From an optimization exercise on the open Yosys and OpenROAD flow, aimed at small area, a short achievable clock period and few clock cycles; shortcuts taken in it are not production practice. Only simulation tests tie the RTL to the original design; equivalence was not proved. No activity file was given, so power comes from the tool's default toggle rates.

## the previous run
## atc_decode
module atc_decode (
    input  wire        clk,
    input  wire        rst,         
    input  wire        start,       
    input  wire [7:0]  in_len,      
    output wire        busy,
    output reg         src_re,
    output reg  [7:0]  src_addr,
    input  wire [7:0]  src_rdata,
    input  wire [8:0]  rd_addr,
    output reg  [31:0] rd_data
);
    localparam [2:0] S_IDLE = 3'd0,
                     S_LEN  = 3'd1,    
                     S_TYP  = 3'd2,    
                     S_PAYL = 3'd3,    
                     S_PAY  = 3'd4;    
    localparam [3:0] D_FLAGS  = 4'd0,
                     D_U16    = 4'd1,
                     D_U32    = 4'd2,
                     D_TXP    = 4'd3,
                     D_DEVCLS = 4'd4,
                     D_ITVL   = 4'd5,
                     D_APPEAR = 4'd6,
                     D_ADVITV = 4'd7,
                     D_LEADDR = 4'd8,
                     D_LEROLE = 4'd9;
    reg [2:0] state;
    reg [7:0] pos;         
  ...
Size: ~2,800 cells after synthesis, about 780 flip-flops, ~33,000 um2 of cells after synthesis.
clock: 6.0 ns
lec_check: 0
abc_area: 1
cap_margin: 20
core_margin: 2
core_utilization: 70
cts_buf_list: sky130_fd_sc_hd__clkbuf_16
cts_cluster_diameter: 60
cts_cluster_size: 20
place_density: 0.8
setup_slack_margin: 2.5
slew_margin: 20
run.sh (not shown) runs the stock make flow with config.mk's settings and CLKGATE_MAP_FILE= SYNTH_SCRIPT=/design/flow/synth_recipe.tcl, a recipe that flattens the netlist after the stock synthesis.
The previous run | stages: all done | timing, DRC, antenna: all pass
Testbench counts of the previous run, summed over its fixed seeds: cycles 43,076.
--- input diff the previous run..the current run ---
# the previous run
export LEC_CHECK = 0
export ABC_AREA = 1
export CAP_MARGIN = 20
export CORE_MARGIN = 2
export CORE_UTILIZATION = 70
export CTS_BUF_LIST = sky130_fd_sc_hd__clkbuf_16
export CTS_CLUSTER_DIAMETER = 60
export CTS_CLUSTER_SIZE = 20
export PLACE_DENSITY = 0.8
export SETUP_SLACK_MARGIN = 2.5
export SLEW_MARGIN = 20
create_clock -name core_clock -period 6.0 [get_ports {clk}]
# the current run
export LEC_CHECK = 0
export ABC_AREA = 1
export CAP_MARGIN = 20
export CORE_MARGIN = 2
export CORE_UTILIZATION = 70
export CTS_BUF_LIST = sky130_fd_sc_hd__clkbuf_16
export CTS_CLUSTER_DIAMETER = 60
export CTS_CLUSTER_SIZE = 20
export PLACE_DENSITY = 0.8
export SETUP_SLACK_MARGIN = 2.0
export SLEW_MARGIN = 20
create_clock -name core_clock -period 6.0 [get_ports {clk}]
==> summary.txt <==
Area of all sequential standard cells across the previous run and the current run: no real change. | setup total negative slack | the current run vs the previous run | ≈ equal |. The run showing the greater sequential share of layout area is the current run. Summary of the current run over the previous run: post-synthesis mux area share has remained practically unchanged; number of hold-slack violations in the final timing report has remained practically unchanged; routed wire length has decreased.


atc_decode, a different RTL version from the one above (not shown whole).
For scale: roughly 2900 cells after synthesis, roughly 800 flip-flops, about 70 I/O pins, ~34000 um^2 of cells after synthesis.
clock: 6.0 ns
lec_check: 0
abc_area: 1
cap_margin: 20
core_margin: 2
core_utilization: 60
cts_buf_list: sky130_fd_sc_hd__clkbuf_16
cts_cluster_diameter: 60
cts_cluster_size: 20
place_density: 0.72
setup_slack_margin: 2.0
slew_margin: 20
The baseline passed the timing, design-rule and antenna checks.
Testbench counts at the start, summed over its fixed seeds: cycles 43,076.
Rerun with:
--- a/flow/config.mk
+++ b/flow/config.mk
@@ -9,9 +9,9 @@
 export CAP_MARGIN = 20
 export CORE_MARGIN = 2
-export CORE_UTILIZATION = 60
+export CORE_UTILIZATION = 70
 export CTS_BUF_LIST = sky130_fd_sc_hd__clkbuf_16
 export CTS_CLUSTER_DIAMETER = 60
 export CTS_CLUSTER_SIZE = 20
-export PLACE_DENSITY = 0.72
+export PLACE_DENSITY = 0.8
 export SETUP_SLACK_MARGIN = 2.0
 export SLEW_MARGIN = 20
The changed run passed the timing, design-rule and antenna checks.
Hold slack barely changes.
Count of clock-buffer cells in the layout goes down by 2.
Cell area goes down by a few percent.
Via count goes up by a few percent.
Total power goes down slightly.
Sequential power goes up slightly.
Worst setup slack gets worse by 89 ps.
Global-route usage goes up by 8.8 points.
Flip-flop and latch count is unchanged.
Utilization goes up by 10 points.

separate check: timing with driven ports:
How much do the figures lean on ideal ports? The routed layouts below were timed once more, with nothing changed but the port constraints. Step 1: set_driving_cell puts a clkbuf_16 on clk and a buf_2 on each other input, an assumption about the parent block. Step 2 also shifts input and output timing later by t, the mid clock arrival at the registers, as if the neighbouring blocks saw the same clock. Slacks: ideal ports / drivers / drivers and shift; pairs: ideal ports / drivers.
run | t, ns | setup slack, ns | worst setup path after step 2 | worst register clock-pin slew, ns
the previous run | 0.726 | 0.900 / 0.655 / 0.655 | input to output | 0.10 / 0.10
the current run | 0.693 | 1.424 / 1.317 / 1.317 | input to output | 0.10 / 0.10
the first run of note 2 | 0.702 | 1.617 / 1.518 / 1.395 | input to register | 0.09 / 0.09
the second run of note 2 | 0.699 | 1.528 / 1.404 / 1.404 | input to output | 0.10 / 0.10
After both steps setup and hold are still met in every run listed. The setup slack of the previous run, which loses most, moves by -0.245 ns with the drivers and by -0.245 ns with both steps.
